Context: an optimization exercise on an open-source flow, tuned for small area, a short achievable clock period and few clock cycles. The choices shown serve that exercise and are no tape-out recipe.
Function was checked by simulation only, so behaviour that the tests miss may differ from the original.
Power and IR drop assume default switching activity.

==> flow/flow/run.sh <==
#!/bin/bash
set -euo pipefail
bash standard.sh SETUP_SLACK_MARGIN=6.1 "BUFFER_PORTS_ARGS=-buffer_cell sky130_fd_sc_hd__buf_4" finish > standard.log 2>&1
==> flow/standard.sh <==
#!/bin/bash
# synth_recipe.tcl (not shown) runs the flow's synth.tcl, then flattens the netlist and writes it again
# the make line also repeats each setting of config.mk as NAME=value (left out here)
make -C /OpenROAD-flow-scripts/flow DESIGN_CONFIG=/design/flow/config.mk WORK_HOME=/design/flow/orfs CLKGATE_MAP_FILE= SYNTH_SCRIPT=/design/flow/synth_recipe.tcl "${@:-finish}"
==> flow/config.mk <==
export PLATFORM = sky130hd
export DESIGN_NAME = esbf
export DESIGN_NICKNAME = esbf
export VERILOG_FILES = /design/flow/design.v
export SDC_FILE = /design/flow/constraint.sdc
export NUM_CORES = 4
export LEC_CHECK = 0
export CAP_MARGIN = 20
export CORE_MARGIN = 2
export CORE_UTILIZATION = 65
export CTS_BUF_LIST = sky130_fd_sc_hd__clkbuf_16
export CTS_CLUSTER_DIAMETER = 60
export CTS_CLUSTER_SIZE = 24
export PLACE_DENSITY = 0.75
export SLEW_MARGIN = 20
==> flow/constraint.sdc <==
create_clock -name core_clock -period 9.0 [get_ports {clk}]
set_input_delay 1.8000 -clock core_clock [delete_from_list [all_inputs] [get_ports {clk}]]
set_output_delay 1.8000 -clock core_clock [all_outputs]
set_load 0.01 [all_outputs]
==> flow/design.v <==
module esbf (
    input  wire       clk,
    input  wire       rst,         
    input  wire       in_valid,
    output wire       in_ready,
    input  wire [7:0] in_data,
    input  wire       in_last,
    output wire       out_valid,
    input  wire       out_ready,
    output wire [7:0] out_data,
    output wire       out_last
);
    localparam RL = 37;                  
    localparam [3:0] O_ILL   = 4'd0;
    localparam [3:0] O_INIT  = 4'd1;
    localparam [3:0] O_LOAD  = 4'd2;
    localparam [3:0] O_UPDB  = 4'd3;
    localparam [3:0] O_UPDN  = 4'd4;
    localparam [3:0] O_CREAD = 4'd5;
    localparam [3:0] O_BUILD = 4'd6;
    localparam [3:0] O_CHECK = 4'd7;
    localparam [3:0] O_FREAD = 4'd8;
    localparam [3:0] O_INFO  = 4'd9;
    localparam [1:0] K_CRC   = 2'd1;
    localparam [1:0] K_FRAME = 2'd2;
    localparam [1:0] K_INFO  = 2'd3;
    localparam [3:0] R_ST    = 4'd15;    
    function [15:0] step1;
        input [15:0] c;
        begin
            step1 = {c[14:0], 1'b0} ^ (c[15] ? 16'h1021 : 16'h0000);
        end
    endfunction
    function [15:0] step8;
        input [15:0] c;
        integer i;
        reg [15:0] t;
        begin
            t = c;
            for (i = 0; i < 8; i = i + 1)
                t = {t[14:0], 1'b0} ^ (t[15] ? 16'h1021 : 16'h0000);
            step8 = t;
        end
    endfunction
    function [5:0] inc37;
        input [5:0] x;
        begin
            inc37 = (x == RL - 1) ? 6'd0 : x + 6'd1;
        end
    endfunction
    reg [15:0] crc_r;
    reg        held;                     
    reg [1:0]  fstat;
    reg [2:0]  alen_a;
    reg [5:0]  plen_a;
    reg        c2_a;                     
    reg [7:0]  chan_a;
    reg [15:0] cw;                       
    reg        pre;                      
    reg [15:0] ca;                       
    reg        pren;                     
    reg        cpend;                    
    reg [8*RL-1:0] ring;
    reg        ir;                       
    reg        ie;                       
    reg [2:0]  ac;                       
    reg [3:0]  opc;
    reg [7:0]  rem_a, rem_p;             
    reg        aok, pok, cok;
    reg        fdone;                    
    reg [1:0]  post;                     
    reg [5:0]  wq;                       
    reg        sv, sl;
    reg [7:0]  sd;
    reg        s_dat, s_first, s_lastd, s_rxh, s_rxl;
    reg [1:0]  s_tap;
    reg        tr;                       
    reg        mh, ml;                   
    reg        pend;                     
    reg        busy;                     
    reg [5:0]  p0;                       
    reg        ov, ol;
    reg [7:0]  od;
    reg [1:0]  rk;                       
    reg [3:0]  ri;                       
    reg [2:0]  rs;                       
    reg        pv;                       
    reg [1:0]  pk;                       
    reg [5:0]  pdc;                      
    reg        cdefer;                   
    reg [5:0]  dc;
    reg        rdp;                      
    reg [5:0]  rp;                       
    wire acc   = in_valid & ir;
    wire opB   = (opc == O_BUILD);
    wire opC   = (opc == O_CHECK);
    wire dsec  = (opB & (ac == 3'd7)) | (opC & (ac >= 3'd4));
    wire remnz = (rem_a != 8'd0) | (rem_p != 8'd0);
    wire okdat = aok & (pok | opC);
    wire dat   = dsec & remnz & okdat;
    wire first = dat & ~fdone;
    wire lastd = dat & (((rem_a == 8'd1) & (rem_p == 8'd0)) |
                        ((rem_a == 8'd0) & (rem_p == 8'd1)));
    wire rxh   = opC & (ac >= 3'd4) & ~remnz & (post == 2'd0);
    wire rxl   = opC & (ac >= 3'd4) & ~remnz & (post == 2'd1);
    wire [5:0] nB = {3'd0, alen_a} + plen_a;
    reg  [1:0] w0;
    always @(posedge clk)
        w0 <= opC ? ~alen_a[1:0] : ((nB == 6'd37) ? 2'd0 : (2'd0 - nB[1:0]));
    wire [5:0] wq1 = inc37(wq);
    wire       x0  = ~(dat & fdone) | (wq1[5:2] == 4'd0);
    reg [3:0] dec_op;
    always @(*) begin
        case (in_data)
            8'h01: dec_op = O_INIT;
            8'h02: dec_op = O_LOAD;
            8'h03: dec_op = O_UPDB;
            8'h04: dec_op = O_UPDN;
            8'h05: dec_op = O_CREAD;
            8'h10: dec_op = O_BUILD;
            8'h11: dec_op = O_CHECK;
            8'h12: dec_op = O_FREAD;
            8'h13: dec_op = O_INFO;
            default: dec_op = O_ILL;
        endcase
    end
    wire [15:0] cwf  = tr ? step1(ca) : ca;
    wire [15:0] ca_d = step8((s_first ? 16'hffff : ca) ^ {sd, 8'h00});
    wire        pre_fin = (sv & s_dat & s_first) ? sd[7] : pren;
    wire        ml_n = (sv & s_rxl) ? (sd == cwf[7:0]) : ml;
    wire        gidle = (ri == 4'd0);
    wire        crcmod = (opc == O_INIT) | (opc == O_LOAD) | (opc == O_UPDB) |
                         (opc == O_UPDN);
    wire        frmod  = (opc == O_BUILD) | ((opc == O_CHECK) & (ac >= 3'd3));
    wire        early  = ~gidle & ~pv & (ri != R_ST) &
                         ~(crcmod & (rk == K_CRC)) &
                         ~(frmod & (rk == K_INFO));
    wire        exe    = ((sv & sl) | pend) & ((gidle & ~pv) | early);
    wire        exe_d  = exe & gidle;
    wire        exe_q  = exe & ~gidle;
    wire        pstart = pv & (gidle | (free & (g_ri == 4'd0)));
    reg  [2:0] x_st;         
    reg  [1:0] x_kind;       
    always @(*) begin
        x_st   = 3'd0;
        x_kind = 2'd0;
        case (opc)
            O_INIT, O_CREAD:
                if (ac == 3'd1) x_kind = K_CRC; else x_st = 3'd4;
            O_LOAD, O_UPDN:
                if (ac == 3'd3) x_kind = K_CRC; else x_st = 3'd4;
            O_UPDB:
                if (ac == 3'd2) x_kind = K_CRC; else x_st = 3'd4;
            O_BUILD:
                if ((ac != 3'd7) | remnz) x_st = 3'd1;
                else if (~(aok & pok & cok)) x_st = 3'd2;
                else x_kind = K_FRAME;
            O_CHECK:
                if (ac < 3'd3) x_st = 3'd4;
                else if (post != 2'd2) x_st = 3'd1;
                else if (~(aok & cok)) x_st = 3'd2;
                else if (~(mh & ml_n)) x_st = 3'd3;
                else x_kind = K_FRAME;
            O_FREAD:
                if (ac == 3'd1) x_kind = held ? K_FRAME : 2'd0; else x_st = 3'd4;
            O_INFO:
                if (ac == 3'd1) x_kind = K_INFO; else x_st = 3'd4;
            default: x_st = 3'd4;
        endcase
    end
    wire        updf   = ((opc == O_UPDB) & (ac == 3'd2)) |
                         ((opc == O_UPDN) & (ac == 3'd3));
    wire        x_upd  = exe & updf;
    wire        e_on   = x_upd | busy;
    wire [15:0] e_c    = crc_r ^ {(x_upd ? rem_p : 8'd0), 8'd0};
    wire        e_ge8  = (rem_a[7:3] != 5'd0);
    wire        e_nz   = (rem_a != 8'd0);
    wire [15:0] e_r    = e_ge8 ? step8(e_c) : (e_nz ? step1(e_c) : e_c);
    wire [7:0]  e_left = e_ge8 ? rem_a - 8'd8 : (e_nz ? rem_a - 8'd1 : 8'd0);
    wire        busy_n = e_on & (rem_a != 8'd0) & (rem_a != 8'd1) & (rem_a != 8'd8);
    wire       free   = ~ov | out_ready;
    wire       algn   = (rp[1:0] == 2'd0);
    wire [7:0] tap    = ring[8*{rp[5:2], 2'b00} +: 8];
    reg  [7:0] info_b;
    always @(*) begin
        case (ri)
            4'd1: info_b = {6'd0, fstat};
            4'd2: info_b = held ? {5'd0, alen_a} : 8'd0;
            4'd3: info_b = held ? {2'd0, plen_a} : 8'd0;
            4'd4: info_b = held ? {6'd0, c2_a, ~c2_a} : 8'd0;
            4'd5: info_b = held ? chan_a : 8'd0;
            4'd6: info_b = held ? cw[15:8] : 8'd0;
            4'd7: info_b = held ? cw[7:0] : 8'd0;
            4'd9: info_b = held ? {2'd0, nB + 6'd3} : 8'd0;
            default: info_b = 8'd0;
        endcase
    end
    reg  [7:0] g_d;
    reg        g_v, g_l, g_ld;
    reg  [3:0] g_ri;
    always @(*) begin
        g_d = 8'd0; g_v = 1'b1; g_l = 1'b0; g_ld = 1'b0;
        g_ri = ri + 4'd1;
        if (ri == R_ST) begin
            g_d  = {5'd0, rs};
            g_l  = (rk == 2'd0);
            g_ri = 4'd1;
        end else case (rk)
            K_CRC: begin
                g_d = (ri == 4'd1) ? crc_r[15:8] : crc_r[7:0];
                g_v = ~busy;
                g_l = (ri == 4'd2);
                if (busy) g_ri = ri;
            end
            K_INFO: begin
                g_d = info_b;
                g_l = (ri == 4'd9);
            end
            default: begin  
                case (ri)
                    4'd1: g_d = pre ? 8'haa : 8'h55;
                    4'd2: begin
                        g_d  = tap;
                        g_v  = algn;
                        g_ld = algn;
                        g_ri = (algn && dc == 6'd1) ? 4'd3 : 4'd2;
                    end
                    4'd3: g_d = cw[15:8];
                    default: begin g_d = cw[7:0]; g_l = 1'b1; end
                endcase
            end
        endcase
        if (g_v & g_l) g_ri = 4'd0;
    end
    reg  [3:0] ri_n;
    reg  [1:0] rk_n;
    always @(*) begin
        ri_n = ri;
        rk_n = rk;
        if (exe_d) begin
            rk_n = x_kind;
            if (free) ri_n = (x_kind == 2'd0) ? 4'd0 : 4'd1;
            else      ri_n = R_ST;
        end else if (pstart) begin
            rk_n = pk;
            ri_n = R_ST;
        end else if (free & ~gidle)
            ri_n = g_ri;
    end
    wire       ie_set = (exe | busy) & ~busy_n;
    wire       ie_n   = (ie & ~(acc & in_last)) | ie_set;
    wire [2:0] ac_n   = exe ? 3'd0 : ((acc & (ac != 3'd7)) ? ac + 3'd1 : ac);
    wire       dsec_n = (opB & (ac_n == 3'd7)) | (opC & (ac_n >= 3'd4));
    reg        gsafe;
    always @(posedge clk)
        gsafe <= (ri == 4'd2) & (rp <= 6'd32) & ({1'b0, rp} >= {1'b0, dc} + 7'd2);
    wire       dsafe  = ~(pv & (pk == K_FRAME)) &
                        (gidle | (rk != K_FRAME) | (ri == 4'd3) | (ri == 4'd4) |
                         ((ri == 4'd2) & gsafe));
    wire       info_a = (~gidle & (rk == K_INFO)) | (pv & (pk == K_INFO));
    wire       ir_n   = ie_n & (acc | x0) & ~(dsec_n & ~dsafe) &
                        ~((ac_n != 3'd0) & info_a);
    wire [5:0] p0_n = (sv & s_dat & s_first) ? {4'd0, s_tap} : inc37(p0);
    always @(posedge clk) begin
        ring <= {ring[8*RL-9:0], ring[8*RL-1 -: 8]};
        if (sv & s_dat) begin
            case (s_tap)
                2'd0: ring[7:0]   <= sd;
                2'd1: ring[15:8]  <= sd;
                2'd2: ring[23:16] <= sd;
                2'd3: ring[31:24] <= sd;
            endcase
        end
        if (sv & s_dat)
            ca <= ca_d;
        else if (tr)
            ca <= step1(ca);
        if (sv & s_dat & s_first)
            pren <= sd[7];
        if (cpend & ~cdefer & ~tr & ~(sv & s_dat)) begin
            cw    <= ca;
            pre   <= pren;
            cpend <= 1'b0;
        end
        if (sv & s_rxh)
            mh <= (sd == cwf[15:8]);
        if (sv & s_rxl)
            ml <= (sd == cwf[7:0]);
        p0 <= p0_n;
        if (rdp)
            rp <= (free & g_ld) ? rp : inc37(rp);
        else
            rp <= p0_n;
        sd      <= in_data;
        sl      <= in_last;
        s_dat   <= dat;
        s_first <= first;
        s_lastd <= lastd;
        s_rxh   <= rxh;
        s_rxl   <= rxl;
        s_tap   <= first ? w0 : wq[1:0];
        wq <= (acc & dat) ? (first ? {4'd0, w0} : wq) : wq1;
        ac <= ac_n;
        if (acc) begin
            case (ac)
                3'd0: opc <= dec_op;
                3'd1: begin
                    rem_p <= in_data;
                    rem_a <= 8'd8;               
                    if (opB) chan_a <= in_data;
                end
                3'd2: begin
                    if (opC) begin
                        rem_a  <= 8'd11;
                        alen_a <= rem_p[2:0];
                        aok    <= (rem_p >= 8'd1) & (rem_p <= 8'd5);
                        cok    <= (in_data == 8'd1) | (in_data == 8'd2);
                        c2_a   <= (in_data == 8'd2);
                        plen_a <= 6'd11;
                        chan_a <= 8'd0;
                    end else begin
                        rem_a  <= in_data;
                        if (opB) begin
                            alen_a <= in_data[2:0];
                            aok    <= (in_data >= 8'd1) & (in_data <= 8'd5);
                        end
                    end
                end
                3'd3: if (opB) begin
                    rem_p  <= in_data;
                    plen_a <= in_data[5:0];
                    pok    <= (in_data <= 8'd32);
                end
                3'd6: if (opB) begin
                    cok  <= (in_data == 8'd1) | (in_data == 8'd2);
                    c2_a <= (in_data == 8'd2);
                end
                default: ;
            endcase
            if (dsec & remnz) begin
                if (rem_a != 8'd0) rem_a <= rem_a - 8'd1;
                else               rem_p <= rem_p - 8'd1;
            end
            if (dat) fdone <= 1'b1;
            if (opC & (ac >= 3'd4) & ~remnz & (post != 2'd2))
                post <= post + 2'd1;
        end
        if (e_on) begin
            crc_r <= e_r;
            rem_a <= e_left;
        end
        busy <= busy_n;
        sv   <= acc;
        tr   <= sv & s_dat & s_lastd;
        if (sv & sl & ~exe) pend <= 1'b1;
        if (exe) begin
            pend  <= 1'b0;
            fdone <= 1'b0;
            post  <= 2'd0;
            case (opc)
                O_INIT:  if (ac == 3'd1) crc_r <= 16'hffff;
                O_LOAD:  if (ac == 3'd3) crc_r <= {rem_p, rem_a};
                O_BUILD, O_CHECK: if ((opc == O_BUILD) | (ac >= 3'd3)) begin
                    fstat <= x_st[1:0];
                    held  <= (x_kind == K_FRAME);
                    if (x_kind == K_FRAME) begin
                        cpend  <= 1'b1;
                        cdefer <= exe_q & (rk == K_FRAME);
                        if (exe_d) pre <= pre_fin;
                    end
                end
                default: ;
            endcase
        end
        ri <= ri_n;
        rk <= rk_n;
        if (exe_q) begin
            rs  <= x_st;
            pk  <= x_kind;
            pv  <= 1'b1;
            pdc <= nB;
        end
        if (pstart) begin
            pv     <= 1'b0;
            cdefer <= 1'b0;
            dc     <= pdc;
            rdp    <= 1'b0;
        end
        if (exe_d) begin
            rs  <= x_st;
            dc  <= nB;
            rdp <= 1'b0;
            if (free) begin
                od <= {5'd0, x_st};
                ov <= 1'b1;
                ol <= (x_kind == 2'd0);
            end
        end else if (free) begin
            if (~gidle) begin
                ov <= g_v;
                if (g_v) begin
                    od <= g_d;
                    ol <= g_l;
                end
                if (g_ld) dc <= dc - 6'd1;
                if (rk == K_FRAME)
                    rdp <= (g_ri == 4'd2);
            end else
                ov <= 1'b0;
        end
        ie <= ie_n;
        ir <= ir_n;
        if (rst) begin
            crc_r <= 16'hffff;
            held  <= 1'b0;
            fstat <= 2'd0;
            ir    <= 1'b1;
            ie    <= 1'b1;
            ac    <= 3'd0;
            fdone <= 1'b0;
            post  <= 2'd0;
            sv    <= 1'b0;
            tr    <= 1'b0;
            pend  <= 1'b0;
            pv    <= 1'b0;
            cpend <= 1'b0;
            busy  <= 1'b0;
            ov    <= 1'b0;
            ol    <= 1'b0;
            ri    <= 4'd0;
            rdp   <= 1'b0;
        end
    end
    assign in_ready  = ir;
    assign out_valid = ov;
    assign out_data  = od;
    assign out_last  = ol;
endmodule
==> results of run 1 <==
per-stage QoR:
| step | cell area, µm² | cells | power (mW) | util [%] |
|---|---|---|---|---|
| finish | 20700 | 2104 | 4.71 | 74.4 |
| global route | 20700 | 2104 | 4.89 | 74.4 |
| CTS | 20400 | 2085 | 4.67 | 73.2 |
| detailed placement | 18900 | 2006 | 3.16 | 67.8 |
| global placement | 18900 | 2006 | 3.15 | 67.8 |
| floorplan | 18500 | 1686 | 2.94 | - |
synthesized netlist by cell type (8+ instances only):
library cell | instances | area share, %
ha_1 | 40 | 2.7
mux2_2 | 46 | 2.8
inv_1 | 34 | 0.69
a21o_1 | 13 | 0.53
buf_1 | 10 | 0.20
o21a_1 | 11 | 0.45
a31o_2 | 8 | 0.38
a31oi_1 | 11 | 0.37
nor2b_1 | 11 | 0.37
mux2i_1 | 35 | 1.9
nor3_1 | 37 | 1.0
a221oi_1 | 14 | 0.66
nand2_1 | 132 | 2.7
edfxtp_1 | 91 | 15
mux4_2 | 16 | 2.0
nand3_1 | 29 | 0.79
and2_1 | 17 | 0.58
clkbuf_1 | 78 | 1.6
xnor2_1 | 65 | 3.1
dfxtp_1 | 387 | 42
nand2b_1 | 15 | 0.51
a211oi_1 | 14 | 0.57
a221o_1 | 11 | 0.60
xor2_1 | 53 | 2.5
o31ai_1 | 9 | 0.37
a21oi_1 | 75 | 2.0
nor3b_1 | 11 | 0.45
o21ai_0 | 76 | 2.1
or3_1 | 9 | 0.31
nor4_1 | 10 | 0.34
nor2_1 | 137 | 2.8
o22ai_1 | 19 | 0.64
o32ai_1 | 10 | 0.47
and3_1 | 13 | 0.44
a22oi_1 | 23 | 0.94
o211ai_1 | 9 | 0.37
where the power goes:
part	internal, mW	switching [mW]	leakage, nW
Sequential	2.29	0.140	3.97
Clock	0.679	0.796	0.506
Combinational	0.352	0.452	3.39
Total	3.32	1.39	7.86
repair_timing:
item                       4_1_cts  5_1_grt
gates resized for setup         54       41
pin swaps                        9       10
cloned                           0        2
setup endpoints to repair      113       61
setup buffers                   28       17
state kept, by name (all words and copies together) (netlist names), 6 cells and up:
register  flops
dc            6
sd            8
chan_a        8
wq            6
plen_a        6
ring        296
cw           16
rp            6
rem_p         8
p0            6
rem_a         8
pdc           6
crc_r        16
ca           16
od            8
area by class of cell:
class	instances	area [µm²]	share of cell area, %
clock buffer	31	776	3.74
clock inverter	20	253	1.22
inverter	34	131	0.633
multi-input combinational	1077	7840	37.8
sequential	478	10500	50.6
tap	378	473	2.28
timing repair buffer	86	776	3.74
layout by cell type (no fill, tap or decap), drive strengths merged, types with 14 or more instances in the layout:
master	count
ha	40
nor2	140
a22oi	23
inv	49
and3	14
mux2	46
nand2	132
dfxtp	387
o21ai	78
a221oi	14
nor3	37
a21oi	75
a211oi	14
mux4	16
and2	20
nand3	29
buf	85
clkbuf	32
edfxtp	91
xnor2	69
xor2	53
o22ai	19
nand2b	15
mux2i	35
path summary, 6_finish.rpt:
| check | startpoint | end | slack [ns] | depth (start not counted) |
|---|---|---|---|---|
| min | ring[217] | ring[225] | 0.33 | 0 |
| min reg2reg | ring[217] | ring[225] | 0.33 | 0 |
| max | od[7] | out_data[7] | 6.06 | 1 |
| max reg2reg | rem_p[7] | ri[0] | 6.12 | 9 |
kinds of logic after synthesis:
logic type      Yosys count  share of synthesized area (%)
mux                      97                           6.66
flops                   478                           56.8
simple gates            462                           12.1
buf+inv                 132                           2.81
fa+ha+maj                41                           2.82
xor+xnor                122                           5.95
compound gates          354                           12.9
layer usage:
layer | up-vias | GRT usage, % | share of wire, %
met5 | - | 0 | 0
met4 | 0 | 10.2 | 3.2
met3 | 113 | 4.01 | 7.8
met2 | 685 | 49.1 | 46
met1 | 6294 | 44.8 | 43
li1 | 6084 | - | -
==> out/qor.yml, run 1 <==
final_antenna_net_count: 0
area_growth_pct: 12.4
fin_crit_sh_pct: 32.7
ys_async_sr_fraction_pct: 0
place_congestion: 0.975
maxCapViolations: 0
ir_worst_vdd_mv: 0.193
crit_path_end_kind: "output pin"
avgRoutedWirePerCell_um: 22.0
cp_num_buf_inv: 1
clkSlewWorstSetupHoldPaths_ns: 0.09
grt_max_degree: 31
finalMaxSlewViolations: 0
start_util_pct: 66.2
firstDrtPassIters: 6
drcViolationCount: 0
hpwl_mm: 31.4
nets: 1762
cts_tree: "yes"
clock_skew_ns: 0.0283
viasPerCell: 6.26
synth.ff_latch_count: 478
fillers: 1891
syn_area_per_cell_um2: 10.9
drt_iter0_drc: 1525
io_pins: 24
p_per_area_nw_per_um2: 227
dieArea_um2: 29700
track_usage_pct: 31.2
synth_ff_type: "dfxtp_1"
cts_buffers: 31
rows: 61
core_area_um2: 27900
hp-class: "flip-flop to flip-flop"
drive_above_1_share_pct: 17.2
hold-worst-slack_ns: 0.326
h-tree-depth: 1
first_global_vias: 12500
crit_required_ns: 7.20
path_cells: "buf_6"
clk_path_buf_depth: 3
synth.distinct_cells: 81
cts_sinks: 478
yosys_warnings: 1
synth_area_um2: 18400
rsz0062_at_grt: "true"
path_delay_family: "flip-flops"
io_buffers: 23
timing.fmax_mhz: 340
cts_hold_buffers: 0
grt_pass1_wl_mm: 71.2
cp-start-kind: "flip-flop"
vias: 13200
crit_arrival_ns: 1.14
tightest_slew_ns: 0.912
setup_viol: 0
worstSetupPathType: "flip-flop to output pin"
pre_cts_ws_ns: 5.09
report.final.hold_viol_count: 0
cp_slowest_cell: "edfxtp_1"
grt_overflow: 0
clk_latency_ns: 0.58
yosysSeqAreaShare_pct: 56.8
cts_root_buf: "clkbuf_16"
p_leak_nw: 7.86
setup-tns-final_ns: 0
status: "finished clean"
cp_max_fo: 1
drt-total-wl_mm: 46.3
die_width_um: 172
synth_nets: 1740
diodes: 0
worst_slack_ns: 6.06
max_stage_delay_ns: 0.43
period_minus_slack_ns: 2.94
antenna_found_initial: 0
die_h_um: 172
synth_edf_count: 91
slew_headroom_pct: 38.8
synth_cells: 1686
Testbench counts, summed over its fixed seeds: cycles 20,585.
==> run 2: changes to the inputs <==
--- a/flow/config.mk
+++ b/flow/config.mk
@@ -9,7 +9,8 @@
 export CORE_MARGIN = 2
 export CORE_UTILIZATION = 65
 export CTS_BUF_LIST = sky130_fd_sc_hd__clkbuf_16
-export CTS_CLUSTER_DIAMETER = 60
-export CTS_CLUSTER_SIZE = 24
+export CTS_CLUSTER_DIAMETER = 80
+export CTS_CLUSTER_SIZE = 30
 export PLACE_DENSITY = 0.75
 export SLEW_MARGIN = 20
+export TNS_END_PERCENT = 100
==> run 2 against run 1 <==
Effect of this change: sequential cell count did not move; sequential power barely moved; clock skew fell by 0.0097 ns; die area is the same; via count shrank 0.55%; design area shrank 1.9%; first-iteration DRC count is 0.98% higher; routed wire length increased by 0.57%; largest cell class unchanged; maximum frequency up 0.96%; core utilization fell by 1.4 points; synthesized cell count unchanged.
==> out/qor.yml, run 2 <==
cp_slowest_cell: "edfxtp_1"
ff2ff_setup_slack_ns: 6.10
ys_async_sr_fraction_pct: 0
drt-total-wl_mm: 46.6
r2r_end: "wq[1]"
io_pins: 24
cp_num_buf_inv: 1
clkSlewWorstSetupHoldPaths_ns: 0.10
synth.top_cell.area_share_pct: 42.0
synth_edf_count: 91
hold-path-cell-count: 0
hold_path.startpoint: "ring[249]"
multiInputGateArea_um2: 7820
core_area_um2: 27900
maxCapViolations: 0
setup-tns-final_ns: 0
cts_buffers: 21
synth_ff_type: "dfxtp_1"
diodes: 0
syn_area_per_cell_um2: 10.9
swShare_pct: 29.0
slew_headroom_pct: 35.7
synth_most_common_cell: "dfxtp_1"
seqCellArea_um2: 10500
h-tree-depth: 1
place_congestion: 0.975
reg2reg_depth: 10
synth.ff_latch_count: 478
pwr-share-seq_pct: 55.8
p_clk_share_pct: 25.6
max_stage_delay_ns: 0.43
timing.fmax_mhz: 343
drt_iter0_drc: 1540
synth_top_family_by_area: "compound AO/OA/AOI/OAI gates"
io_buffers: 23
cts_root_buf: "clkbuf_16"
finalMaxSlewViolations: 0
hp-class: "flip-flop to flip-flop"
hold-worst-slack_ns: 0.328
tightest_slew_ns: 0.960
clk_path_buf_depth: 3
regToRegStartpoint: "rem_a[1]"
area_growth_pct: 10.2
yosys_warnings: 1
fin_crit_sh_pct: 32.4
start_util_pct: 66.2
firstDrtPassIters: 6
rows: 61
nets: 1758
mostFrequentLayoutCell: "dfxtp_1"
worstSetupPathType: "flip-flop to output pin"
largest_reg_flops: 296
die_h_um: 172
crit_path_end_kind: "output pin"
cp_max_fo: 1
synth_xor_area_share_pct: 5.95
path_cells: "buf_6"
track_usage_pct: 31.0
vias: 13100
grt_overflow: 0
synth.distinct_cells: 81
synth_common_cells: "dfxtp_1, nor2_1, nand2_1"
grt_max_degree: 32
drive_above_1_share_pct: 16.5
crit_required_ns: 7.20
dieArea_um2: 29700
largest-register: "ring"
rsz0062_at_grt: "true"
cts_tree: "yes"
avgRoutedWirePerCell_um: 22.3
die_width_um: 172
worst-path-stages: 1
layout_common_cells: "dfxtp_1, nor2_1, nand2_1"
crit_arrival_ns: 1.12
drcViolationCount: 0
synth_nets: 1740
synth-simple-area-share_pct: 12.1
ir_worst_vdd_mv: 0.282
grt_pass1_wl_mm: 70.8
viasPerCell: 6.27
p_switching_mw: 1.26
synth_compound_area_share_pct: 12.9
cts_sinks: 478
whs_endpoint: "ring[257]"
setup_viol: 0
final_antenna_net_count: 0
synth_cells: 1686
comb_power_share_pct: 18.5
status: "finished clean"
period_minus_slack_ns: 2.92
synth_area_um2: 18400
synth_area_leaders: "dfxtp_1, edfxtp_1, xnor2_1"
report.final.hold_viol_count: 0
p_leak_nw: 7.70
synth_fa_ha_area_share_pct: 2.82
antenna_found_initial: 0
clk_latency_ns: 0.55
p_per_area_nw_per_um2: 214
clock_skew_ns: 0.0186
hpwl_mm: 31.4
yosysSeqAreaShare_pct: 56.8
internal-power_mw: 3.09
muxShareOfSynthArea_pct: 6.66
cts_hold_buffers: 0
fillers: 1958
first_global_vias: 12200
cp-start-kind: "flip-flop"
path_delay_family: "flip-flops"
synth_area_leader_cell: "dfxtp_1"
-- run 2: timing repair --
action,CTS,global route
pin swaps,8,10
buffers inserted,22,28
endpoints found under the setup margin,117,63
resized for setup,59,40
cloned,1,2
-- run 2: worst reg2reg max path: stages, from the launching register on --
cell and delay (ns):
edfxtp_1 0.43, inv_1 0.14, ha_2 0.23, or3b_4 0.29, nor4_4 0.04, buf_4 0.16
nor2_1 0.27, o211ai_1 0.28, buf_4 0.25, nor2_4 0.22, mux2_2 0.37
-- run 2: worst max-delay path by stage --
stage / startpoint / to
final: od[7] / out_data[7]
after global routing: ri[1] / ri[0]
after CTS: ri[0] / crc_r[8]
after detailed placement: ri[0] / crc_r[14]
after global placement: ri[0] / crc_r[14]
after floorplan: out_ready / dc[4]
-- run 2: power by group through the flow --
stage	clock [mW]	combinational (mW)	sequential, mW
after floorplan	0	0.532	2.40
after global placement	0	0.671	2.48
after detailed placement	0	0.675	2.49
after CTS	1.13	0.750	2.43
after global routing	1.21	0.878	2.44
final	1.12	0.806	2.43
-- run 2: final cells by class --
class / instances / share of cell area, %
inverters: 34 / 0.658
multi-input cells: 1077 / 38.5
repair buffers: 92 / 3.89
clock inverters: 11 / 0.455
flip-flops and latches: 478 / 51.6
well taps: 378 / 2.33
clock buffers: 21 / 2.58
-- run 2: layer usage --
metal	track usage [%]	routed length [µm]
met5	0	0
met4	9.97	1490
met3	3.59	3830
met2	49.1	21100
met1	44.8	20200
-- run 2: cell families after synthesis --
| logic type | count (synthesis) |
|---|---|
| buffers and inverters | 132 |
| flip-flops | 478 |
| multiplexers | 97 |
| AO/OA/AOI/OAI | 354 |
| AND/OR/NAND/NOR | 462 |
| adder cells (fa/ha/maj) | 41 |
| XOR/XNOR | 122 |
-- run 2: through the flow --
stage	worst slack (ns)	std cells	total power, mW	utilization (%)	cell area, µm²
floorplan	5.99	1686	2.94	-	18500
global placement	5.17	2006	3.15	67.8	18900
detailed placement	5.09	2006	3.16	67.8	18900
CTS	6.05	2061	4.31	71.6	19900
global route	6.02	2091	4.53	73.0	20300
finish	6.08	2091	4.35	73.0	20300
==> run 3: changes to the inputs <==
--- a/flow/config.mk
+++ b/flow/config.mk
@@ -6,6 +6,8 @@
 export NUM_CORES = 4
 export LEC_CHECK = 0
 export CAP_MARGIN = 20
+export CELL_PAD_IN_SITES_DETAIL_PLACEMENT = 0
+export CELL_PAD_IN_SITES_GLOBAL_PLACEMENT = 0
 export CORE_MARGIN = 2
 export CORE_UTILIZATION = 65
 export CTS_BUF_LIST = sky130_fd_sc_hd__clkbuf_16
@@ -13,4 +15,3 @@
 export CTS_CLUSTER_SIZE = 30
 export PLACE_DENSITY = 0.75
 export SLEW_MARGIN = 20
-export TNS_END_PERCENT = 100
==> run 3 against run 2 <==
Effect of this change: critical path depth is the same; still clean; area after synthesis is the same; sequential power is essentially flat; worst hold slack is the same; sequential share of layout area is the same; via count is the same; total power is the same.
==> out/qor.yml, run 3 <==
drive_above_1_share_pct: 16.5
hpwl_mm: 31.4
clkSlewWorstSetupHoldPaths_ns: 0.10
grt_overflow: 0
largest-register: "ring"
die_h_um: 172
pwr-share-seq_pct: 55.8
syn_area_per_cell_um2: 10.9
period_minus_slack_ns: 2.92
largest_reg_flops: 296
synth_area_um2: 18400
internal-power_mw: 3.09
cp-start-kind: "flip-flop"
swShare_pct: 29.0
cp_num_buf_inv: 1
synth_area_leaders: "dfxtp_1, edfxtp_1, xnor2_1"
setup-tns-final_ns: 0
mostFrequentLayoutCell: "dfxtp_1"
h-tree-depth: 1
final_util_pct: 73.0
cts_sinks: 478
clk_latency_ns: 0.55
finalMaxSlewViolations: 0
avgRoutedWirePerCell_um: 22.3
core_area_um2: 27900
drt-total-wl_mm: 46.6
ys_async_sr_fraction_pct: 0
yosysSeqAreaShare_pct: 56.8
synth_most_common_cell: "dfxtp_1"
synth_area_leader_cell: "dfxtp_1"
timing.fmax_mhz: 343
drt_iter0_drc: 1540
area_growth_pct: 10.2
crit_arrival_ns: 1.12
comb_power_share_pct: 18.5
synth_edf_count: 91
start_util_pct: 66.2
rows: 61
layout_common_cells: "dfxtp_1, nor2_1, nand2_1"
p_total_mw: 4.35
nets: 1758
synth.top_cell.area_share_pct: 42.0
fin_crit_sh_pct: 32.4
track_usage_pct: 31.0
path_delay_family: "flip-flops"
vias: 13100
io_pins: 24
io_buffers: 23
synth.ff_latch_count: 478
cts_hold_buffers: 0
clk_path_buf_depth: 3
drcViolationCount: 0
grt_max_degree: 32
hp-class: "flip-flop to flip-flop"
rsz0062_at_grt: "true"
synth_nets: 1740
p_per_area_nw_per_um2: 214
viasPerCell: 6.27
hold-path-cell-count: 0
crit_path_end_kind: "output pin"
synth_ff_type: "dfxtp_1"
p_clk_share_pct: 25.6
clock_skew_ns: 0.0186
die_width_um: 172
slew_headroom_pct: 35.7
diodes: 0
dieArea_um2: 29700
yosys_warnings: 1
firstDrtPassIters: 6
final_antenna_net_count: 0
synth_cells: 1686
setup_viol: 0
antenna_found_initial: 0
ir_worst_vdd_mv: 0.282
cp_max_fo: 1
first_global_vias: 12200
place_congestion: 0.975
cts_tree: "yes"
report.final.hold_viol_count: 0
p_leak_nw: 7.70
crit_required_ns: 7.20
synth.distinct_cells: 81
cts_buffers: 21
worst-path-stages: 1
maxCapViolations: 0
synth_common_cells: "dfxtp_1, nor2_1, nand2_1"
tightest_slew_ns: 0.960
worstSetupPathType: "flip-flop to output pin"
path_cells: "buf_6"
grt_pass1_wl_mm: 70.8
status: "finished clean"
max_stage_delay_ns: 0.43
cts_root_buf: "clkbuf_16"
reg2reg_depth: 10
cp_slowest_cell: "edfxtp_1"
p_switching_mw: 1.26
[run 3: area by class of cell]
type,instances,area [µm²]
fill,1958,7520
inverter,34,134
clock buffer,21,526
multi-input combinational,1077,7820
timing repair buffer,92,792
tap,378,473
clock inverter,11,92.6
sequential,478,10500
[run 3: cell families after synthesis]
logic type | synth area share (%)
adders and majority gates | 2.82
xor gates and xnor gates | 5.95
and+or+nand+nor | 12.1
muxes | 6.66
DFF | 56.8
AOI/OAI and AO/OA | 12.9
buffers and inverters | 2.81
[run 3: power groups by stage]
stage	Sequential, mW	Combinational, mW	Clock, mW
final	2.43	0.806	1.12
after global routing	2.44	0.878	1.21
after CTS	2.43	0.750	1.13
after detailed placement	2.49	0.675	0
after global placement	2.48	0.671	0
after floorplan	2.40	0.532	0
[run 3: per-stage QoR]
| step | area (µm²) | instances | setup WS [ns] | hold WS (ns) |
|---|---|---|---|---|
| floorplan | 18500 | 1686 | 5.99 | 0.310 |
| global placement | 18900 | 2006 | 5.17 | 0.310 |
| detailed placement | 18900 | 2006 | 5.09 | 0.312 |
| CTS | 19900 | 2061 | 6.05 | 0.325 |
| global route | 20300 | 2091 | 6.02 | 0.335 |
| finish | 20300 | 2091 | 6.08 | 0.328 |
[run 3: metal layers]
layer  vias up  wire length, µm  part of all wire [%]  track usage (%)
met5         -                0                     0                0
met4         0             1490                   3.2             9.97
met3       102             3830                   8.2             3.59
met2       656            21100                    45             49.1
met1      6292            20200                    43             44.8
li1       6053                -                     -                -
[run 3: what timing repair did]
item / in CTS / in global routing
endpoints found under the setup margin: 117 / 63
pin swaps: 8 / 10
gates cloned: 1 / 2
gates resized for setup: 59 / 40
buffers inserted: 22 / 28
[run 3: final timing paths]
path	from	end	slack (ns)
setup / recovery	od[7]	out_data[7]	6.08
hold / removal	ring[249]	ring[257]	0.33
setup reg to reg	rem_a[1]	wq[1]	6.10
hold reg to reg	ring[249]	ring[257]	0.33
==> run 4: changes to the inputs <==
--- a/flow/config.mk
+++ b/flow/config.mk
@@ -6,12 +6,11 @@
 export NUM_CORES = 4
 export LEC_CHECK = 0
 export CAP_MARGIN = 20
-export CELL_PAD_IN_SITES_DETAIL_PLACEMENT = 0
-export CELL_PAD_IN_SITES_GLOBAL_PLACEMENT = 0
 export CORE_MARGIN = 2
 export CORE_UTILIZATION = 65
 export CTS_BUF_LIST = sky130_fd_sc_hd__clkbuf_16
 export CTS_CLUSTER_DIAMETER = 80
 export CTS_CLUSTER_SIZE = 30
+export GPL_ROUTABILITY_DRIVEN = 0
 export PLACE_DENSITY = 0.75
 export SLEW_MARGIN = 20
==> run 4 against run 3 <==
Effect of this change: synthesized cell count stayed put; routed wire length is 2.7% lower; global-route usage is 1.0 points lower; sequential share of layout area is 0.22 points lower; critical endpoint is now out_data[3]; largest cell class unchanged; die area stayed put; sequential power hardly changed; clock skew is 0.017 ns higher.
==> out/qor.yml, run 4 <==
clk_latency_ns: 0.55
synth_cells: 1686
synth_area_um2: 18400
status: "finished clean"
slew_headroom_pct: 33.7
tightest_slew_ns: 0.989
met2WireLength_mm: 19.7
grt_pass1_wl_mm: 68.5
finalMaxSlewViolations: 0
hold-path-cell-count: 0
rsz0062_at_grt: "true"
fillers: 1955
firstDrtPassIters: 6
path_cells: "buf_6"
pre_cts_ws_ns: 5.09
period_minus_slack_ns: 2.91
synth_common_cells: "dfxtp_1, nor2_1, nand2_1"
fin_crit_sh_pct: 32.3
synth_most_common_cell: "dfxtp_1"
worst_slack_ns: 6.09
io_pins: 24
yosysSeqAreaShare_pct: 56.8
p_total_mw: 4.36
final_antenna_net_count: 0
synth.ff_latch_count: 478
reg2reg_depth: 8
highest_layer: "met4"
yosys_warnings: 1
start_util_pct: 66.2
io_buffers: 23
first_global_vias: 12200
grt_overflow: 0
p_per_area_nw_per_um2: 213
synth_nets: 1740
setup_viol: 0
grt_max_degree: 32
cp_max_fo: 1
cts_root_buf: "clkbuf_16"
hold_path.startpoint: "ring[41]"
crit_required_ns: 7.20
drt-total-wl_mm: 45.3
drcViolationCount: 0
worstSetupPathType: "flip-flop to output pin"
cts_sinks: 478
wl_met1_mm: 19.6
layout_common_cells: "dfxtp_1, nor2_1, nand2_1"
die_width_um: 172
track_usage_pct: 30.0
maxCapViolations: 0
synth_ff_type: "dfxtp_1"
regToRegStartpoint: "alen_a[0]"
hp-class: "flip-flop to flip-flop"
syn_area_per_cell_um2: 10.9
route.met3.wl_mm: 4.16
vias: 13300
drt_iter0_drc: 1781
core_area_um2: 27900
largest-register: "ring"
r2r_end: "od[1]"
crit_arrival_ns: 1.11
cp-start-kind: "flip-flop"
die_h_um: 172
diodes: 0
drive_above_1_share_pct: 16.6
ff2ff_setup_slack_ns: 6.14
mostFrequentLayoutCell: "dfxtp_1"
rows: 61
area_growth_pct: 10.7
whs_endpoint: "ring[49]"
ir_worst_vdd_mv: 0.158
synth.distinct_cells: 81
report.final.hold_viol_count: 0
avgRoutedWirePerCell_um: 21.6
cp_num_buf_inv: 1
clock_skew_ns: 0.0357
path_delay_family: "flip-flops"
dieArea_um2: 29700
cp_slowest_cell: "edfxtp_1"
cts_tree: "yes"
viasPerCell: 6.32
synth_area_leader_cell: "dfxtp_1"
hpwl_mm: 30.1
largest_reg_flops: 296
synth_edf_count: 91
synth_area_leaders: "dfxtp_1, edfxtp_1, xnor2_1"
crit_path_end_kind: "output pin"
antenna_found_initial: 0
p_leak_nw: 7.73
timing.fmax_mhz: 344
ys_async_sr_fraction_pct: 0
clkSlewWorstSetupHoldPaths_ns: 0.10
cts_buffers: 21
synth.top_cell.area_share_pct: 42.0
clk_path_buf_depth: 3
h-tree-depth: 1
nets: 1765
max_stage_delay_ns: 0.42
setup-tns-final_ns: 0
==> run 4: cell counts after synthesis <==
Identical to the previous run, type by type.
==> run 4: stage by stage <==
stage / instances / cell area (µm²) / util, % / hold slack [ns]
floorplan: 1686 / 18500 / - / 0.310
global placement: 2002 / 18900 / 67.7 / 0.309
detailed placement: 2002 / 18900 / 67.7 / 0.312
CTS: 2060 / 19900 / 71.5 / 0.318
global route: 2097 / 20400 / 73.3 / 0.311
finish: 2097 / 20400 / 73.3 / 0.314
==> run 4: how the worst max path moves through the flow <==
stage	to	from	cells after the start
final	out_data[3]	od[3]	1
after global routing	crc_r[6]	ac[2]	12
after CTS	out_data[2]	od[2]	1
after detailed placement	crc_r[8]	ac[0]	10
after global placement	crc_r[8]	ac[0]	10
after floorplan	dc[4]	out_ready	8
==> run 4: worst reg2reg max path, delay by kind of cell, from the launching register on <==
kind	cells	cell delay, ns
flops	1	0.52
compound gates	2	0.70
fa+ha+maj	3	1.13
buf+inv	1	0.07
simple gates	2	0.19
==> run 4: final cells by class <==
cell class	instances	area, µm²	share of cell area (%)
sequential	478	10500	51.4
inverter	34	131	0.643
multi-input combinational	1077	7840	38.4
clock inverter	10	96.3	0.472
tap	378	473	2.32
clock buffer	21	526	2.57
timing repair buffer	99	860	4.21
==> run 4: timing repair <==
action / 4_1_cts / 5_1_grt
pin swaps: 7 / 10
cloned: 2 / 0
endpoints found under the setup margin: 106 / 65
resized for setup: 46 / 51
buffers inserted: 25 / 37
hold buffers: 0 / 0
==> run 4: cells by family (layout without fill, tap and decap cells) <==
group | count (synthesis) | count (layout) | synth area share, %
DFF | 478 | 478 | 56.8
and+or+nand+nor | 462 | 463 | 12.1
buffers and inverters | 132 | 164 | 2.81
adders and majority gates | 41 | 41 | 2.82
muxes | 97 | 97 | 6.66
xor gates and xnor gates | 122 | 122 | 5.95
AOI/OAI and AO/OA | 354 | 354 | 12.9
==> run 4: power breakdown <==
part	leakage (nW)	switching (mW)	internal (mW)
Combinational	3.45	0.464	0.363
Clock	0.317	0.662	0.446
Sequential	3.97	0.132	2.29
==> run 4: per-layer routing <==
layer  GRT usage (%)  vias up
met3            4.78      161
li1                -     6054
met5               0        -
met2            45.5      770
met1            44.2     6272
met4            9.79        0
==> run 5: changes to the inputs <==
--- a/flow/config.mk
+++ b/flow/config.mk
@@ -11,6 +11,5 @@
 export CTS_BUF_LIST = sky130_fd_sc_hd__clkbuf_16
 export CTS_CLUSTER_DIAMETER = 80
 export CTS_CLUSTER_SIZE = 30
-export GPL_ROUTABILITY_DRIVEN = 0
 export PLACE_DENSITY = 0.75
 export SLEW_MARGIN = 20
==> run 5 against run 4 <==
Effect of this change: area after synthesis is the same; largest power group unchanged; design area shrank 0.45%; final cell count shrank 0.29%; core utilization shrank 0.33 points; clock skew shrank 0.017 ns.
==> out/qor.yml, run 5 <==
hold-path-cell-count: 0
placed_cell_area_um2: 18900
rsz0062_at_grt: "true"
grt_pass1_wl_mm: 70.8
timing.fmax_mhz: 343
ff2ff_setup_slack_ns: 6.10
cp_num_buf_inv: 1
pwr-share-seq_pct: 55.8
drt-total-wl_mm: 46.6
path_cells: "buf_6"
whs_endpoint: "ring[257]"
drive_above_1_share_pct: 16.5
internal-power_mw: 3.09
die_h_um: 172
io_buffers: 23
status: "finished clean"
hp-class: "flip-flop to flip-flop"
clk_latency_ns: 0.55
cts_root_buf: "clkbuf_16"
cts_tree: "yes"
clock_skew_ns: 0.0186
synth_nets: 1740
hold_path.startpoint: "ring[249]"
nets: 1758
cp_slowest_cell: "edfxtp_1"
swShare_pct: 29.0
syn_area_per_cell_um2: 10.9
finalMaxSlewViolations: 0
hpwl_mm: 31.4
p_switching_mw: 1.26
area_growth_pct: 10.2
fin_crit_sh_pct: 32.4
multiInputGateArea_um2: 7820
comb_power_share_pct: 18.5
period_minus_slack_ns: 2.92
max_stage_delay_ns: 0.43
synth_ff_type: "dfxtp_1"
mostFrequentLayoutCell: "dfxtp_1"
synth_edf_count: 91
crit_required_ns: 7.20
avgRoutedWirePerCell_um: 22.3
seqCellArea_um2: 10500
grt_overflow: 0
synth_area_leader_cell: "dfxtp_1"
cts_sinks: 478
crit_arrival_ns: 1.12
cp_max_fo: 1
clk_path_buf_depth: 3
synth.distinct_cells: 81
vias: 13100
drcViolationCount: 0
synth_common_cells: "dfxtp_1, nor2_1, nand2_1"
fillers: 1958
die_width_um: 172
viasPerCell: 6.27
p_clk_share_pct: 25.6
h-tree-depth: 1
io_pins: 24
cts_buffers: 21
largest_reg_flops: 296
clkSlewWorstSetupHoldPaths_ns: 0.10
tightest_slew_ns: 0.960
synth_area_leaders: "dfxtp_1, edfxtp_1, xnor2_1"
final_cell_area_um2: 20300
setup_viol: 0
regToRegStartpoint: "rem_a[1]"
track_usage_pct: 31.0
synth_most_common_cell: "dfxtp_1"
rows: 61
maxCapViolations: 0
yosysSeqAreaShare_pct: 56.8
setup-tns-final_ns: 0
slew_headroom_pct: 35.7
synth_area_um2: 18400
core_area_um2: 27900
start_util_pct: 66.2
synth_cells: 1686
largest-register: "ring"
synth.top_cell.area_share_pct: 42.0
place_congestion: 0.975
final_cells: 2091
placed_cells: 2006
synth.ff_latch_count: 478
grt_max_degree: 32
yosys_warnings: 1
p_total_mw: 4.35
worstSetupPathType: "flip-flop to output pin"
p_per_area_nw_per_um2: 214
diodes: 0
p_leak_nw: 7.70
antenna_found_initial: 0
r2r_end: "wq[1]"
cp-start-kind: "flip-flop"
report.final.hold_viol_count: 0
layout_common_cells: "dfxtp_1, nor2_1, nand2_1"
first_global_vias: 12200
dieArea_um2: 29700
reg2reg_depth: 10
firstDrtPassIters: 6
drt_iter0_drc: 1540
path_delay_family: "flip-flops"
crit_path_end_kind: "output pin"
final_antenna_net_count: 0
ys_async_sr_fraction_pct: 0
ir_worst_vdd_mv: 0.282
cts_hold_buffers: 0
run 5: cell type report:
class,count,area share [%]
clock buffers,21,2.58
flip-flops and latches,478,51.6
well taps,378,2.33
multi-input cells,1077,38.5
clock inverters,11,0.455
repair buffers,92,3.89
inverters,34,0.658
run 5: worst max-delay path by stage:
stage / slack [ns] / end / from / cells past startpoint
after global routing: 6.02 / ri[0] / ri[1] / 10
after CTS: 6.05 / crc_r[8] / ri[0] / 11
after global placement: 5.17 / crc_r[14] / ri[0] / 10
final: 6.08 / out_data[7] / od[7] / 1
after detailed placement: 5.09 / crc_r[14] / ri[0] / 10
after floorplan: 5.99 / dc[4] / out_ready / 8
run 5: timing repair:
item,4_1_cts,5_1_grt
setup endpoints to repair,117,63
resized for setup,59,40
pin swaps,8,10
cloned,1,2
setup buffers,22,28
run 5: power by group through the flow:
stage	Sequential (mW)	Clock (mW)	Combinational [mW]
floorplan	2.40	0	0.532
global route	2.44	1.21	0.878
finish	2.43	1.12	0.806
CTS	2.43	1.13	0.750
detailed placement	2.49	0	0.675
global placement	2.48	0	0.671
run 5: logic make-up after synthesis:
family	Yosys count	share of synthesized area, %
buffers and inverters	132	2.81
muxes	97	6.66
AOI/OAI and AO/OA	354	12.9
and+or+nand+nor	462	12.1
adders and majority gates	41	2.82
xor gates and xnor gates	122	5.95
DFF	478	56.8
run 5: through the flow:
stage	hold slack, ns	setup slack [ns]	utilization, %
3_3_place_gp	0.310	5.17	67.8
5_1_grt	0.335	6.02	73.0
3_5_place_dp	0.312	5.09	67.8
4_1_cts	0.325	6.05	71.6
2_1_floorplan	0.310	5.99	-
6_report	0.328	6.08	73.0
run 5: routing by layer:
metal  vias to the layer above  routed length [µm]  global-route usage, %
met5                         -                   0                      0
li1                       6053                   -                      -
met1                      6292               20200                   44.8
met2                       656               21100                   49.1
met4                         0                1490                   9.97
met3                       102                3830                   3.59
==> run 6: changes to the inputs <==
==> flow/flow/run.sh (replaced) <==
#!/bin/bash
set -euo pipefail
bash standard.sh SETUP_SLACK_MARGIN=5.85 "BUFFER_PORTS_ARGS=-buffer_cell sky130_fd_sc_hd__buf_4" finish > standard.log 2>&1
==> run 6 against run 5 <==
Effect of this change: still clean on timing, DRC and antenna; sequential power hardly changed; clock-buffer cell count is 1 higher; final cell count decreased by 1.5%; combinational power decreased by 6.9%; design area fell by 2.5%.
==> out/qor.yml, run 6 <==
status: "finished clean"
report.final.hold_viol_count: 0
grt_pass1_wl_mm: 69.0
met1_usage_pct: 43.6
synth_nets: 1740
fin_crit_sh_pct: 34.2
synth.ff_latch_count: 478
worstSetupPathType: "flip-flop to flip-flop"
synth_edf_count: 91
setup-tns-final_ns: 0
synth_ff_type: "dfxtp_1"
crit_required_ns: 9.46
final_antenna_net_count: 0
antenna_found_initial: 1
synth_common_cells: "dfxtp_1, nor2_1, nand2_1"
crit_arrival_ns: 3.54
rows: 61
synth_most_common_cell: "dfxtp_1"
grt_busiest_layer: "met2"
p_clk_share_pct: 26.2
grt_overflow: 0
synth.distinct_cells: 81
slew_headroom_pct: 30.7
rsz0062_at_grt: "true"
clk_latency_ns: 0.56
place_congestion: 0.973
fillers: 2039
clkSlewWorstSetupHoldPaths_ns: 0.11
cts_hold_buffers: 0
worst_slack_ns: 5.92
syn_area_per_cell_um2: 10.9
p_per_area_nw_per_um2: 217
h-tree-depth: 1
setup_viol: 0
diodes: 0
maxCapViolations: 0
p_leak_nw: 7.48
hold-path-cell-count: 0
cts_root_buf: "clkbuf_16"
start_util_pct: 66.2
use_met3_pct: 3.87
largest_reg_flops: 296
mostFrequentLayoutCell: "dfxtp_1"
cp-start-kind: "flip-flop"
core_area_um2: 27900
max_stage_delay_ns: 0.72
crit_path_end_kind: "flip-flop"
dieArea_um2: 29700
drt_iter0_drc: 1485
die_h_um: 172
io_pins: 24
avgRoutedWirePerCell_um: 21.4
tightest_slew_ns: 1.04
first_global_vias: 12100
track_usage_pct: 30.0
vias: 12900
synth.top_cell.area_share_pct: 42.0
area_growth_pct: 7.43
path_cells: "or4_1 -> nor4_4 -> and3_1 -> a41oi_1 -> o31ai_2 -> nor2_1 -> a221o_1 -> o41ai_1"
internal-power_mw: 3.08
period_minus_slack_ns: 3.08
cp_max_fo: 13
clk_path_buf_depth: 3
cp_slowest_cell: "or4_1"
pwr-share-seq_pct: 56.4
clock_skew_ns: 0.0356
ys_async_sr_fraction_pct: 0
synth_area_leader_cell: "dfxtp_1"
synth_area_um2: 18400
met2_usage_pct: 47.2
final_cells: 2060
drive_above_1_share_pct: 12.5
cts_tree: "yes"
hp-class: "flip-flop to flip-flop"
hpwl_mm: 30.6
ir_worst_vdd_mv: 0.201
cts_sinks: 478
timing.fmax_mhz: 324
nets: 1727
largest-register: "ring"
swShare_pct: 28.6
firstDrtPassIters: 6
io_buffers: 23
layout_common_cells: "dfxtp_1, nor2_1, nand2_1"
p_switching_mw: 1.23
placed_cells: 2008
synth_cells: 1686
yosysSeqAreaShare_pct: 56.8
synth_area_leaders: "dfxtp_1, edfxtp_1, xnor2_1"
viasPerCell: 6.26
pre_cts_ws_ns: 5.18
grt_max_degree: 32
drcViolationCount: 0
drt-total-wl_mm: 44.2
comb_power_share_pct: 17.4
cts_buffers: 21
reg2reg_depth: 8
die_width_um: 172
finalMaxSlewViolations: 0
yosys_warnings: 1
[run 6: cell counts after synthesis]
Identical to the previous run, type by type.
[run 6: worst paths after layout]
kind	slack (ns)	to	startpoint
worst min-delay path	0.32	ring[180]	ring[172]
worst max register to register	5.92	ri[0]	rem_p[4]
worst min register to register	0.32	ring[180]	ring[172]
worst max-delay path	5.92	ri[0]	rem_p[4]
[run 6: logic make-up (layout without fill, tap and decap cells)]
family	after synthesis	after routing	share of synthesized area (%)
adders and majority gates	41	41	2.82
DFF	478	478	56.8
and+or+nand+nor	462	463	12.1
xor gates and xnor gates	122	122	5.95
AOI/OAI and AO/OA	354	354	12.9
buffers and inverters	132	127	2.81
muxes	97	97	6.66
[run 6: stage by stage]
step	instance area (µm²)	power [mW]	hold WS, ns	utilization [%]
final	19800	4.31	0.324	71.1
after global routing	19800	4.48	0.329	71.1
after CTS	19700	4.27	0.327	70.7
after detailed placement	18900	3.16	0.312	67.7
after global placement	18900	3.14	0.310	67.7
after floorplan	18500	2.93	0.310	-
[run 6: routing by layer]
layer / vias up / wire, µm
met5: - / 0
met4: 0 / 1390
met3: 123 / 3540
met2: 627 / 19800
met1: 6177 / 19400
li1: 5978 / -
[run 6: worst max-delay path, delay by kind of cell, from the launching register on]
kind	cells	cell delay (ns)
AND/OR/NAND/NOR	4	1.60
flip-flops	1	0.62
AO/OA/AOI/OAI	4	0.79
[run 6: power groups by stage]
stage	clock (mW)	sequential, mW	combinational [mW]
after floorplan	0	2.40	0.526
after global placement	0	2.48	0.665
after detailed placement	0	2.48	0.676
after CTS	1.14	2.43	0.703
after global routing	1.21	2.45	0.816
final	1.13	2.43	0.750
[run 6: repair_timing]
action | 4_1_cts | 5_1_grt
setup buffers | 12 | 7
setup endpoints to repair | 79 | 52
pin swaps | 5 | 1
resized for setup | 21 | 21
cloned | 1 | 0
[run 6: final cells by class]
type / instances / area [µm²] / share of cell area (%)
Multi-Input combinational cell: 1077 / 7630 / 38.5
Tap cell: 378 / 473 / 2.39
Clock inverter: 10 / 86.3 / 0.436
Timing Repair Buffer: 61 / 462 / 2.33
Sequential cell: 478 / 10500 / 52.9
Clock buffer: 22 / 551 / 2.78
Inverter: 34 / 131 / 0.663
==> run 7: changes to the inputs <==
==> flow/flow/run.sh (replaced) <==
#!/bin/bash
set -euo pipefail
bash standard.sh SETUP_SLACK_MARGIN=6.0 "BUFFER_PORTS_ARGS=-buffer_cell sky130_fd_sc_hd__buf_4" finish > standard.log 2>&1
--- a/flow/config.mk
+++ b/flow/config.mk
@@ -11,5 +11,6 @@
 export CTS_BUF_LIST = sky130_fd_sc_hd__clkbuf_16
 export CTS_CLUSTER_DIAMETER = 80
 export CTS_CLUSTER_SIZE = 30
+export GPL_ROUTABILITY_DRIVEN = 0
 export PLACE_DENSITY = 0.75
 export SLEW_MARGIN = 20
==> run 7 against run 6 <==
Effect of this change: die area unchanged; largest cell class unchanged; first-iteration DRC count is 0.20% higher; combinational power increased by 5.2%; clock-buffer cell count is the same; register-to-register slack better by 0.11 ns; critical path depth up 1; sequential share of layout area is 0.78 points lower; clock skew is 0.018 ns lower; area after synthesis unchanged; worst setup slack better by 0.11 ns; sequential power about the same.
==> out/qor.yml, run 7 <==
status: "finished clean"
firstDrtPassIters: 5
tightest_slew_ns: 1.08
p_total_mw: 4.33
synth.ff_latch_count: 478
maxCapViolations: 0
io_pins: 24
drive_above_1_share_pct: 14.9
cp_max_fo: 10
setup-tns-final_ns: 0
dieArea_um2: 29700
max_stage_delay_ns: 0.82
synth_area_leader_cell: "dfxtp_1"
fin_crit_sh_pct: 33.0
final_util_pct: 72.2
final_antenna_net_count: 0
rows: 61
synth.distinct_cells: 81
clk_path_buf_depth: 3
worst_slack_ns: 6.03
clkSlewWorstSetupHoldPaths_ns: 0.11
rsz0062_at_grt: "true"
cts_buffers: 21
setup_viol: 0
r2r_end: "ol"
final_cells: 2079
syn_area_per_cell_um2: 10.9
grt_overflow: 0
yosysSeqAreaShare_pct: 56.8
period_minus_slack_ns: 2.97
vias: 13100
clock_skew_ns: 0.0179
start_util_pct: 66.2
core_area_um2: 27900
clk_latency_ns: 0.55
p_leak_nw: 7.61
synth_cells: 1686
cp-start-kind: "flip-flop"
layout_common_cells: "dfxtp_1, nor2_1, nand2_1"
crit_arrival_ns: 3.40
cts_root_buf: "clkbuf_16"
largest_reg_flops: 296
cts_sinks: 478
crit_path_end_kind: "flip-flop"
cp-startpoint: "ri[0]"
largest-register: "ring"
synth_most_common_cell: "dfxtp_1"
grt_max_degree: 32
ff2ff_setup_slack_ns: 6.03
grt_pass1_wl_mm: 66.8
placed_cells: 2004
hp-class: "flip-flop to flip-flop"
hold_path.startpoint: "ring[251]"
finalMaxSlewViolations: 0
synth_edf_count: 91
worstSetupPathType: "flip-flop to flip-flop"
slew_headroom_pct: 27.5
path_cells: "ha_2 -> and3_4 -> or3_4 -> nor2_1 -> nor2_1 -> nor2_1 -> nand2_1 -> o22ai_1 -> nor2_1"
antenna_found_initial: 1
io_buffers: 23
viasPerCell: 6.30
ys_async_sr_fraction_pct: 0
crit_required_ns: 9.43
whs_endpoint: "ring[259]"
synth_nets: 1740
pre_cts_ws_ns: 5.17
cp_slowest_cell: "nor2_1"
die_width_um: 172
area_growth_pct: 9.04
avgRoutedWirePerCell_um: 21.0
mostFrequentLayoutCell: "dfxtp_1"
first_global_vias: 12000
hold-path-cell-count: 0
drt-total-wl_mm: 43.7
cts_hold_buffers: 0
nets: 1747
regToRegStartpoint: "ri[0]"
synth_common_cells: "dfxtp_1, nor2_1, nand2_1"
ir_worst_vdd_mv: 0.173
timing.fmax_mhz: 336
h-tree-depth: 1
p_per_area_nw_per_um2: 215
report.final.hold_viol_count: 0
cts_tree: "yes"
hpwl_mm: 30.1
crit_path_frequent_cell: "nor2_1"
synth_area_leaders: "dfxtp_1, edfxtp_1, xnor2_1"
diodes: 0
yosys_warnings: 1
synth.top_cell.area_share_pct: 42.0
drcViolationCount: 0
track_usage_pct: 29.0
reg2reg_depth: 9
synth_ff_type: "dfxtp_1"
die_h_um: 172
drt_iter0_drc: 1488
fillers: 1999
synth_area_um2: 18400
-- run 7: cell type report --
| class | count | area, µm² | area share (%) |
|---|---|---|---|
| Tap cell | 378 | 473 | 2.35 |
| Inverter | 34 | 131 | 0.653 |
| Clock inverter | 9 | 81.3 | 0.404 |
| Clock buffer | 22 | 551 | 2.74 |
| Multi-Input combinational cell | 1076 | 7740 | 38.5 |
| Timing Repair Buffer | 82 | 648 | 3.22 |
| Sequential cell | 478 | 10500 | 52.1 |
-- run 7: through the flow --
stage	hold WS [ns]	instance area, µm²
2_1_floorplan	0.310	18500
3_3_place_gp	0.310	18900
3_5_place_dp	0.312	18900
4_1_cts	0.327	19700
5_1_grt	0.337	20100
6_report	0.316	20100
-- run 7: per-layer routing --
layer / up-vias / GRT usage (%) / wire [µm]
met1: 6235 / 42.8 / 19100
li1: 6009 / - / -
met5: - / 0 / 14
met2: 711 / 43.9 / 19100
met4: 2 / 9.97 / 1650
met3: 141 / 4.26 / 3900
-- run 7: kinds of logic after synthesis --
family | count (synthesis) | share of synthesized area (%)
adder cells (fa/ha/maj) | 41 | 2.82
flip-flops | 478 | 56.8
XOR/XNOR | 122 | 5.95
AO/OA/AOI/OAI | 354 | 12.9
multiplexers | 97 | 6.66
buffers and inverters | 132 | 2.81
AND/OR/NAND/NOR | 462 | 12.1
-- run 7: how the worst max path moves through the flow --
| stage | endpoint | slack, ns | cells after the start |
|---|---|---|---|
| 6_report | ol | 6.03 | 9 |
| 2_1_floorplan | dc[0] | 5.98 | 8 |
| 5_1_grt | crc_r[8] | 5.94 | 11 |
| 3_3_place_gp | crc_r[1] | 5.30 | 10 |
| 3_5_place_dp | crc_r[8] | 5.17 | 10 |
| 4_1_cts | crc_r[14] | 6.02 | 13 |
-- run 7: where the power goes --
part | internal (mW) | switching, mW
logic | 0.343 | 0.446
clock network | 0.462 | 0.652
registers | 2.29 | 0.135
-- run 7: repair_timing --
action / 4_1_cts / 5_1_grt
gates resized for setup: 32 / 37
pin swaps: 2 / 2
endpoints found under the setup margin: 92 / 69
hold endpoints to repair: 0 / 0
setup buffers: 14 / 30
-- run 7: critical path, delay by kind of cell (launching register included) --
family	cells	cell delay [ns]
AOI/OAI and AO/OA	1	0.19
adders and majority gates	1	0.29
DFF	1	0.39
and+or+nand+nor	7	2.00
==> run 8: changes to the inputs <==
--- a/flow/config.mk
+++ b/flow/config.mk
@@ -11,6 +11,5 @@
 export CTS_BUF_LIST = sky130_fd_sc_hd__clkbuf_16
 export CTS_CLUSTER_DIAMETER = 80
 export CTS_CLUSTER_SIZE = 30
-export GPL_ROUTABILITY_DRIVEN = 0
 export PLACE_DENSITY = 0.75
 export SLEW_MARGIN = 20
==> run 8 against run 7 <==
Effect of this change: register-to-register slack gained 0.09 ns; die area is the same; sequential cell count stayed put; area after synthesis is the same; non-clock buffer count grew 3; via count barely moved; sequential power about the same; clock-buffer cell count decreased by 1; sequential share of layout area grew 0.054 points.
==> out/qor.yml, run 8 <==
cp-start-kind: "flip-flop"
synth.top_cell.area_share_pct: 42.0
dieArea_um2: 29700
final_cells: 2083
synth_common_cells: "dfxtp_1, nor2_1, nand2_1"
p_total_mw: 4.33
crit_arrival_ns: 1.14
clk_path_buf_depth: 3
ys_async_sr_fraction_pct: 0
h-tree-depth: 1
drcViolationCount: 0
place_congestion: 0.968
avgRoutedWirePerCell_um: 21.9
crit_required_ns: 7.20
cts_hold_buffers: 0
yosysSeqAreaShare_pct: 56.8
hpwl_mm: 31.4
internal-power_mw: 3.08
synth_area_leaders: "dfxtp_1, edfxtp_1, xnor2_1"
drt_iter0_drc: 1540
cts_root_buf: "clkbuf_16"
setup-tns-final_ns: 0
io_buffers: 23
mostFrequentLayoutCell: "dfxtp_1"
vias: 13100
layout_common_cells: "dfxtp_1, nor2_1, nand2_1"
cp_slowest_cell: "edfxtp_1"
area_growth_pct: 8.98
drt-total-wl_mm: 45.6
rows: 61
rsz0062_at_grt: "false"
largest_reg_flops: 296
cp_max_fo: 1
tightest_slew_ns: 0.760
synth_nets: 1740
worstSetupPathType: "flip-flop to output pin"
path_cells: "buf_4"
setup_viol: 0
p_per_area_nw_per_um2: 215
synth_cells: 1686
die_width_um: 172
comb_power_share_pct: 18.1
grt_overflow: 0
hp-class: "flip-flop to flip-flop"
final_antenna_net_count: 0
swShare_pct: 28.9
nets: 1750
synth_area_um2: 18400
cts_tree: "yes"
diodes: 0
largest-register: "ring"
report.final.hold_viol_count: 0
grt_max_degree: 32
first_global_vias: 12100
worst_slack_ns: 6.06
synth.distinct_cells: 81
antenna_found_initial: 0
start_util_pct: 66.2
status: "finished clean"
cp_num_buf_inv: 1
synth_most_common_cell: "dfxtp_1"
period_minus_slack_ns: 2.94
fin_crit_sh_pct: 32.7
max_stage_delay_ns: 0.43
p_switching_mw: 1.25
pre_cts_ws_ns: 5.12
core_area_um2: 27900
die_h_um: 172
firstDrtPassIters: 6
synth_edf_count: 91
io_pins: 24
finalMaxSlewViolations: 0
crit_path_end_kind: "output pin"
track_usage_pct: 30.1
grt_pass1_wl_mm: 69.0
p_leak_nw: 7.62
clock_skew_ns: 0.0294
timing.fmax_mhz: 340
ir_worst_vdd_mv: 0.193
pwr-share-seq_pct: 56.1
p_clk_share_pct: 25.8
viasPerCell: 6.29
clkSlewWorstSetupHoldPaths_ns: 0.11
path_delay_family: "flip-flops"
maxCapViolations: 0
syn_area_per_cell_um2: 10.9
synth_ff_type: "dfxtp_1"
drive_above_1_share_pct: 15.0
cts_buffers: 21
synth_area_leader_cell: "dfxtp_1"
slew_headroom_pct: 49.3
yosys_warnings: 1
synth.ff_latch_count: 478
final_util_pct: 72.2
cts_sinks: 478
placed_cells: 2007
clk_latency_ns: 0.57
==> run 8: metrics by stage <==
step                hold WS [ns]  area, µm²
floorplan                  0.310      18500
global placement           0.310      18900
detailed placement         0.312      18900
CTS                        0.323      19700
global route               0.328      20100
finish                     0.316      20100
==> run 8: what timing repair did <==
| action | CTS | global route |
|---|---|---|
| gates resized for setup | 29 | 39 |
| cloned | 0 | 1 |
| setup buffers | 13 | 29 |
| pin swaps | 6 | 5 |
| endpoints found under the hold margin | 0 | 0 |
| setup endpoints to repair | 96 | 80 |
==> run 8: area by class of cell <==
class	count	area, µm²
multi-input cells	1076	7720
well taps	378	473
repair buffers	85	668
fillers	1965	7750
flip-flops and latches	478	10500
inverters	34	131
clock inverters	11	97.6
clock buffers	21	526
==> run 8: layer usage <==
metal | GRT usage (%) | wire length (µm) | vias up
li1 | - | - | 6033
met1 | 44.2 | 20200 | 6294
met2 | 47.5 | 20600 | 654
met5 | 0 | 0 | -
met4 | 8.22 | 1240 | 0
met3 | 3.34 | 3580 | 115
==> run 8: logic make-up (layout without fill, tap and decap cells) <==
family | Yosys count | count (layout) | synth area share (%)
flip-flops | 478 | 478 | 56.8
AND/OR/NAND/NOR | 462 | 462 | 12.1
AO/OA/AOI/OAI | 354 | 354 | 12.9
buffers and inverters | 132 | 151 | 2.81
XOR/XNOR | 122 | 122 | 5.95
multiplexers | 97 | 97 | 6.66
adder cells (fa/ha/maj) | 41 | 41 | 2.82
==> run 8: final timing paths <==
path	endpoint	from	depth (start not counted)	slack [ns]
min reg2reg	ring[281]	ring[273]	0	0.32
max	out_data[7]	od[7]	1	6.06
min	ring[281]	ring[273]	0	0.32
max reg2reg	ri[0]	rem_p[7]	10	6.12
==> run 8: power groups by stage <==
| stage | combinational, mW | clock, mW | sequential, mW |
|---|---|---|---|
| after floorplan | 0.529 | 0 | 2.40 |
| after CTS | 0.710 | 1.13 | 2.43 |
| after global routing | 0.848 | 1.20 | 2.44 |
| after detailed placement | 0.681 | 0 | 2.48 |
| final | 0.783 | 1.12 | 2.43 |
| after global placement | 0.669 | 0 | 2.48 |

afterwards: timing with drivers on the ports:
The results above use ideal ports. As a check the final layouts listed here were re-extracted and re-timed, cells and wires unchanged.
Step 1 sets driving cells, clkbuf_16 on the clock port and buf_2 on the other inputs (assumed; they add their load-dependent delay and slew).
Step 2 times the ports against the registers' clock, not the clock port: input delays grow and output delays shrink by t, the midpoint of the rising clock arrivals with the driver on.
Slacks: no drivers / after step 1 / after step 2; pairs: no drivers / after step 1.
run	t, ns	slack for setup (ns)
run 1	0.623	6.055 / 6.001 / 5.564
run 2	0.593	6.083 / 6.028 / 5.631
run 3	0.593	6.083 / 6.028 / 5.631
run 4	0.585	6.094 / 6.040 / 5.584
run 5	0.593	6.083 / 6.028 / 5.631
run 6	0.594	5.918 / 5.918 / 5.442
run 7	0.595	6.028 / 6.028 / 5.557
run 8	0.601	6.056 / 6.005 / 5.640
After both steps setup and hold are still met in every run listed.
